Context: an optimization exercise on an open-source flow, tuned for small area, a short achievable clock period and few clock cycles. The choices shown serve that exercise and are no tape-out recipe.
RTL that was checked went through simulation tests only; none was proved equivalent to the original.
No activity file was given, so power comes from the tool's default toggle rates.

==> wip/nickel <==
Design mafc_codec, start of the top module:
module mafc_codec (
    input  wire        clk,
    input  wire        rst,
    input  wire [4:0]  csr_addr,
    input  wire        csr_wr,
    input  wire [15:0] csr_wdata,
    output reg  [15:0] csr_rdata,
    input  wire        rx_line_avail,
    output reg         rx_ready,
    input  wire        rx_valid,
    input  wire [7:0]  rx_data,
    input  wire        rx_last
);
    localparam LINE_CAP  = 64;
    localparam FRAME_CAP = 29;
    localparam DEST_CAP  = 13;
    localparam A_CMD = 5'h00, A_STATUS = 5'h01, A_NODE = 5'h02, A_TMO = 5'h03,
               A_AHOLD = 5'h04, A_RHOLD = 5'h05, A_ARG0 = 5'h06, A_ARG1 = 5'h07,
               A_ARG2 = 5'h08, A_RESULT = 5'h09, A_PTR = 5'h0A, A_FBD = 5'h0B,
               A_TXD = 5'h0C, A_RXD = 5'h0D, A_DSTD = 5'h0E, A_FBLEN = 5'h0F,
               A_TXLEN = 5'h10, A_RXLEN = 5'h11, A_DSTLEN = 5'h12, A_VAF = 5'h13,
               A_VREG = 5'h14, A_VVAL = 5'h15, A_PHASE = 5'h16, A_CAPL = 5'h17,
               A_CAPD = 5'h18, A_CAPR = 5'h19, A_ID = 5'h1A, A_VER = 5'h1B;
    localparam C_NONE = 3'd0, C_CKSUM = 3'd3, C_UNSUP = 3'd4, C_OVF = 3'd5;
    localparam D_NONE = 8'h00, D_BAD_START = 8'h06, D_BAD_TERM = 8'h07,
  ...
clock: 10.0 ns
lec_check: 0
cap_margin: 20
core_margin: 2
core_utilization: 40
slew_margin: 20
run.sh (not shown) runs the stock make flow with config.mk's settings and CLKGATE_MAP_FILE= SYNTH_SCRIPT=/design/flow/synth_recipe.tcl, a recipe that flattens the netlist after the stock synthesis.
==> wip/lagoon: changes against wip/nickel <==
--- a/flow/design.v
+++ b/flow/design.v
@@ -44,10 +44,13 @@
     reg        rxovf;
     reg        exec;                  
     reg        parse;                 
     reg        lrcpass;               
     reg [5:0]  idx;
+    reg        txref;                 
+    reg [7:0]  rx_win, tx_win;
+    reg [4:0]  fidx;                  
     reg [7:0]  fsum;                  
     reg        fsum_ok;
     reg        pv;                    
     reg        p_start;               
     reg        p_hex;                 
@@ -57,23 +60,30 @@
     reg [7:0]  p_last;                
     wire host_wr = csr_wr && !busy;
     wire ptr_hi0 = (ptr[15:6] == 10'd0);
     wire ptr_fb  = ptr_hi0 && (ptr[5:0] < FRAME_CAP);
     wire ptr_dst = ptr_hi0 && (ptr[5:0] < DEST_CAP);
-    function [3:0] nib_of(input [7:0] c);        
-        nib_of = c[3:0] + (c[6] ? 4'd9 : 4'd0);
+    function [3:0] nib_of(input [7:0] c);
+        nib_of = c[6] ? {1'b1, c[2:0] + 3'd1} : c[3:0];
     endfunction
     function is_hex(input [7:0] c);
         is_hex = (c >= 8'h30 && c <= 8'h39) || (c >= 8'h41 && c <= 8'h46) ||
                  (c >= 8'h61 && c <= 8'h66);
     endfunction
+    function [7:0] rx_enc(input [7:0] c);
+        rx_enc = {c[7:4], c[3:0] + (c[6] ? 4'd9 : 4'd0)};
+    endfunction
+    function [7:0] rx_dec(input [7:0] s);
+        rx_dec = {s[7:4], s[3:0] + (s[6] ? 4'd7 : 4'd0)};
+    endfunction
     function [7:0] hex_of(input [3:0] d);        
         hex_of = (d < 4'd10) ? (8'h30 + {4'd0, d}) : (8'h37 + {4'd0, d});
     endfunction
-    wire [5:0] rd_idx = busy ? idx : ptr[5:0];
-    wire [7:0] rxl_rd = rxl[rd_idx];
-    wire [7:0] fb_rd  = fb[rd_idx[4:0]];
+    wire [5:0] rd_idx = rst ? 6'd0 : busy ? idx : csr_wdata[5:0];
+    wire [7:0] rxl_rd = rx_dec(rxl[rd_idx]);
+    wire [7:0] fb_rd  = fb[fidx];
+    wire       wptr_hi0 = (csr_wdata[15:6] == 10'd0);
     wire       rx_take  = rx_ready && rx_valid && (rxlen != 7'd64);
     wire       p_step   = rx_take || parse;
     wire [7:0] p_c      = parse ? rxl_rd : rx_data;
     wire [5:0] p_pos    = parse ? idx : rxlen[5:0];
     wire [3:0] p_nib    = nib_of(p_d2);
@@ -109,21 +119,21 @@
     wire [4:0] n = fblen[4:0];
     wire [7:0] lrc = 8'h00 - fsum;
     wire do_enc = exec && op_enc && !fb_big && fsum_ok;
     wire do_dec = exec && op_dec && !need_parse && v_ok;
     wire [4:0] dec_n = m[5:1] - 5'd2;            
-    wire [7:0] rxl_wd = busy ? rx_data : csr_wdata[7:0];
+    wire [7:0] rxl_wd = rx_enc(busy ? rx_data : csr_wdata[7:0]);
     genvar g;
     generate
         for (g = 0; g < LINE_CAP; g = g + 1) begin : g_rxl
             always @(posedge clk)
                 if (!rst && ((host_wr && csr_addr == A_RXD && ptr_hi0 && ptr[5:0] == g) ||
                              (rx_take && rxlen[5:0] == g)))
                     rxl[g] <= rxl_wd;
         end
         for (g = 0; g < FRAME_CAP; g = g + 1) begin : g_fb
-            wire [7:0] dec_b = {nib_of(rxl[2*g+1]), nib_of(rxl[2*g+2])};
+            wire [7:0] dec_b = {rxl[2*g+1][3:0], rxl[2*g+2][3:0]};
             always @(posedge clk)
                 if (!rst) begin
                     if (do_dec && g < dec_n)
                         fb[g] <= dec_b;
                     else if (host_wr && csr_addr == A_FBD && ptr_fb && ptr[4:0] == g)
@@ -147,11 +157,11 @@
             always @(posedge clk)
                 if (!rst && do_enc && g <= n + 1)
                     crlf[g] <= (g == n + 1);
         end
     endgenerate
-    wire [5:0] tp = ptr[5:0];
+    wire [5:0] tp = busy ? ptr[5:0] : csr_wdata[5:0];
     wire [31:0] crlf_odd  = {1'b0, 1'b1, crlf, 1'b0};           
     wire [31:0] crlf_even = {1'b1, crlf, 1'b0, 1'b0};           
     wire        tx_flag   = tp[0] ? crlf_odd[tp[5:1]] : crlf_even[tp[5:1]];
     wire [3:0]  tx_nib    = (tp >= 6'd1 && tp <= 6'd60) ? tn[tp] : 4'd0;
     wire [7:0]  tx_ch     = (tp == 6'd0) ? 8'h3A :
@@ -168,10 +178,12 @@
             exec <= 1'b0; parse <= 1'b0; lrcpass <= 1'b0; idx <= 6'd0;
             fsum <= 8'h00; fsum_ok <= 1'b1;
             pv <= 1'b0; p_start <= 1'b0; p_hex <= 1'b0; p_d1 <= 8'h00; p_d2 <= 8'h00;
             p_hi <= 4'd0; p_sum <= 8'h00; p_last <= 8'h00;
             rx_ready <= 1'b0;
+            txref <= 1'b0; fidx <= 5'd0;
+            rx_win <= rxl_rd; tx_win <= 8'h3A;
         end else begin
             if (host_wr) begin
                 case (csr_addr)
                     A_CMD: begin
                         op <= csr_wdata; busy <= 1'b1; done <= 1'b0; ok <= 1'b0;
@@ -188,14 +200,22 @@
                     A_AHOLD: assert_hold <= csr_wdata;
                     A_RHOLD: release_hold <= csr_wdata;
                     A_ARG0:  arg0 <= csr_wdata;
                     A_ARG1:  arg1 <= csr_wdata;
                     A_ARG2:  arg2 <= csr_wdata;
-                    A_PTR:   ptr <= csr_wdata;
+                    A_PTR:   begin
+                                 ptr <= csr_wdata;
+                                 fidx <= csr_wdata[4:0];
+                                 rx_win <= wptr_hi0 ? rxl_rd : 8'h00;
+                                 tx_win <= wptr_hi0 ? tx_ch : 8'h00;
+                             end
                     A_FBD:   if (ptr_fb && ptr[4:0] < fblen)
                                  fsum <= fsum + csr_wdata[7:0] - fb_rd;
-                    A_RXD:   pv <= 1'b0;
+                    A_RXD:   begin
+                                 pv <= 1'b0;
+                                 if (ptr_hi0) rx_win <= csr_wdata[7:0];
+                             end
                     A_FBLEN: begin
                                  fblen <= csr_wdata[7:0];
                                  fsum <= 8'h00;
                                  fsum_ok <= (csr_wdata[7:0] == 8'h00);
                              end
@@ -218,10 +238,12 @@
                 end
                 p_d2 <= p_d1;
                 p_d1 <= p_c;
             end
             if (rx_ready && rx_valid) begin
+                if (rx_take && ptr_hi0 && rxlen[5:0] == ptr[5:0])
+                    rx_win <= rx_data;
                 if (rxlen != 7'd64)
                     rxlen <= rxlen + 7'd1;
                 else
                     rxovf <= 1'b1;
                 if (rx_last) begin
@@ -238,31 +260,37 @@
                 if ({1'b0, idx} == m - 7'd1) begin
                     parse <= 1'b0; pv <= 1'b1; exec <= 1'b1;
                 end
             end
             if (lrcpass) begin
-                idx <= idx + 6'd1;
+                fidx <= fidx + 5'd1;
                 fsum <= fsum + fb_rd;
-                if (idx[4:0] == n - 5'd1) begin
+                if (fidx == n - 5'd1) begin
                     lrcpass <= 1'b0; fsum_ok <= 1'b1; exec <= 1'b1;
+                    fidx <= ptr[4:0];
                 end
             end
+            if (txref) begin
+                txref <= 1'b0;
+                tx_win <= ptr_hi0 ? tx_ch : 8'h00;
+                finish(1'b1, C_NONE, D_NONE, {10'd0, txlen});
+            end
             if (exec) begin
                 exec <= 1'b0;
                 idx <= 6'd0;
                 if (op_nop)
                     finish(1'b1, C_NONE, D_NONE, 16'h0000);
                 else if (op_lrc || op_enc) begin
                     if (fb_big)
                         finish(1'b0, C_OVF, D_ENC_OVERFLOW, 16'h0000);
                     else if (!fsum_ok) begin
-                        lrcpass <= 1'b1; fsum <= 8'h00;
+                        lrcpass <= 1'b1; fsum <= 8'h00; fidx <= 5'd0;
                     end else if (op_lrc)
                         finish(1'b1, C_NONE, D_NONE, {8'h00, lrc});
                     else begin
                         txlen <= {n, 1'b0} + 6'd5;
-                        finish(1'b1, C_NONE, D_NONE, {10'd0, n, 1'b0} + 16'd5);
+                        txref <= 1'b1;
                     end
                 end else if (op_hexp) begin
                     if (hp_ok)
                         finish(1'b1, C_NONE, D_NONE, {8'h00, hp_b});
                     else
@@ -319,12 +347,12 @@
             A_ARG1:   csr_rdata = arg1;
             A_ARG2:   csr_rdata = arg2;
             A_RESULT: csr_rdata = result;
             A_PTR:    csr_rdata = ptr;
             A_FBD:    csr_rdata = ptr_fb ? {8'h00, fb_rd} : 16'h0000;
-            A_TXD:    csr_rdata = ptr_hi0 ? {8'h00, tx_ch} : 16'h0000;
-            A_RXD:    csr_rdata = ptr_hi0 ? {8'h00, rxl_rd} : 16'h0000;
+            A_TXD:    csr_rdata = {8'h00, tx_win};
+            A_RXD:    csr_rdata = {8'h00, rx_win};
             A_DSTD:   csr_rdata = ptr_dst ? dest[ptr[3:0]] : 16'h0000;
             A_FBLEN:  csr_rdata = {8'h00, fblen};
             A_TXLEN:  csr_rdata = {10'd0, txlen};
             A_RXLEN:  csr_rdata = {rxovf, 8'd0, rxlen};
             A_DSTLEN: csr_rdata = 16'h0000;
SETUP_SLACK_MARGIN = 5   (was unset)
==> wip/onyx: changes against wip/nickel <==
--- a/flow/design.v
+++ b/flow/design.v
@@ -57,22 +57,28 @@
     reg [7:0]  p_last;                
     wire host_wr = csr_wr && !busy;
     wire ptr_hi0 = (ptr[15:6] == 10'd0);
     wire ptr_fb  = ptr_hi0 && (ptr[5:0] < FRAME_CAP);
     wire ptr_dst = ptr_hi0 && (ptr[5:0] < DEST_CAP);
-    function [3:0] nib_of(input [7:0] c);        
-        nib_of = c[3:0] + (c[6] ? 4'd9 : 4'd0);
+    function [3:0] nib_of(input [7:0] c);
+        nib_of = c[6] ? {1'b1, c[2:0] + 3'd1} : c[3:0];
     endfunction
     function is_hex(input [7:0] c);
         is_hex = (c >= 8'h30 && c <= 8'h39) || (c >= 8'h41 && c <= 8'h46) ||
                  (c >= 8'h61 && c <= 8'h66);
     endfunction
+    function [7:0] rx_enc(input [7:0] c);
+        rx_enc = {c[7:4], c[3:0] + (c[6] ? 4'd9 : 4'd0)};
+    endfunction
+    function [7:0] rx_dec(input [7:0] s);
+        rx_dec = {s[7:4], s[3:0] + (s[6] ? 4'd7 : 4'd0)};
+    endfunction
     function [7:0] hex_of(input [3:0] d);        
         hex_of = (d < 4'd10) ? (8'h30 + {4'd0, d}) : (8'h37 + {4'd0, d});
     endfunction
     wire [5:0] rd_idx = busy ? idx : ptr[5:0];
-    wire [7:0] rxl_rd = rxl[rd_idx];
+    wire [7:0] rxl_rd = rx_dec(rxl[rd_idx]);
     wire [7:0] fb_rd  = fb[rd_idx[4:0]];
     wire       rx_take  = rx_ready && rx_valid && (rxlen != 7'd64);
     wire       p_step   = rx_take || parse;
     wire [7:0] p_c      = parse ? rxl_rd : rx_data;
     wire [5:0] p_pos    = parse ? idx : rxlen[5:0];
@@ -109,21 +115,21 @@
     wire [4:0] n = fblen[4:0];
     wire [7:0] lrc = 8'h00 - fsum;
     wire do_enc = exec && op_enc && !fb_big && fsum_ok;
     wire do_dec = exec && op_dec && !need_parse && v_ok;
     wire [4:0] dec_n = m[5:1] - 5'd2;            
-    wire [7:0] rxl_wd = busy ? rx_data : csr_wdata[7:0];
+    wire [7:0] rxl_wd = rx_enc(busy ? rx_data : csr_wdata[7:0]);
     genvar g;
     generate
         for (g = 0; g < LINE_CAP; g = g + 1) begin : g_rxl
             always @(posedge clk)
                 if (!rst && ((host_wr && csr_addr == A_RXD && ptr_hi0 && ptr[5:0] == g) ||
                              (rx_take && rxlen[5:0] == g)))
                     rxl[g] <= rxl_wd;
         end
         for (g = 0; g < FRAME_CAP; g = g + 1) begin : g_fb
-            wire [7:0] dec_b = {nib_of(rxl[2*g+1]), nib_of(rxl[2*g+2])};
+            wire [7:0] dec_b = {rxl[2*g+1][3:0], rxl[2*g+2][3:0]};
             always @(posedge clk)
                 if (!rst) begin
                     if (do_dec && g < dec_n)
                         fb[g] <= dec_b;
                     else if (host_wr && csr_addr == A_FBD && ptr_fb && ptr[4:0] == g)
SETUP_SLACK_MARGIN = 5   (was unset)
==> run notes <==
metric	wip/lagoon	wip/nickel	wip/onyx
Fin crit share	61.39%	90.34%	76.95%
Tap cell count	2355	2480	2340
Adder-cell share of the synthesized area	1.559%	3.237%	1.488%
Met2 GRT Util	66.53%	63.73%	62.97%
GRT Overall Usage	46.88%	46.21%	44.70%
Flop pwr share	47.3%	49.6%	49.3%
First-pass iteration count of the detailed router	10	7	10
Sequential fraction of total cell area	48.35%	49.36%	48.93%
Worst hold-check slack	0.4559 ns	0.4572 ns	0.4546 ns
Setup repair after global routing missed its margin	true	false	true
Power share of the combinational group	7.0%	3.7%	4.4%
Setup fix buffers added after clock tree synthesis	210	0	140
Cell internal pwr	10740 uW	10130 uW	10250 uW
Status	complete, no violations	complete, no violations	complete, no violations
Net switching power	3510 uW	3187 uW	3192 uW
Number of buffers created by CTS	164	164	162
Die Footprint	0.1820 mm^2	0.1894 mm^2	0.1800 mm^2
Clock Pin Slew Worst Setup and Hold Paths	0.06 ns	0.06 ns	0.07 ns
Combined area of the multi-input logic cells	0.03010 mm^2	0.03097 mm^2	0.02944 mm^2
Most used cell, CP	-	sky130_fd_sc_hd__or4_1	sky130_fd_sc_hd__nand4_1
Testbench counts of wip/nickel, summed over its fixed seeds: cycles 30,067.
For wip/lagoon and wip/onyx, only the layout was checked, not whether the RTL still works.

[port drivers added, routing unchanged]
Ports are ideal in the flow. The routed layouts listed here were re-timed in OpenROAD.
Step 1, drivers: a clkbuf_16 drives clk and a buf_2 each remaining input, both assumed.
Step 2 also shifts input and output timing later by t, the mid clock arrival at the registers, as if the neighbouring blocks saw the same clock.
Three values: ideal, step 1, step 2; two values: the first two.
| run | shift t [ns] | setup slack, ns | worst setup path after step 2 |
|---|---|---|---|
| wip/nickel | 0.924 | 0.966 / 0.881 / 1.805 | register to output |
| wip/lagoon | 0.928 | 3.861 / 3.768 / 2.906 | input to register |
| wip/onyx | 0.947 | 2.305 / 2.212 / 3.101 | input to output |
After both steps setup and hold are still met in every run listed. For wip/lagoon, which loses most, drivers alone change the setup slack by -0.093 ns; drivers and shift together by -0.955 ns.
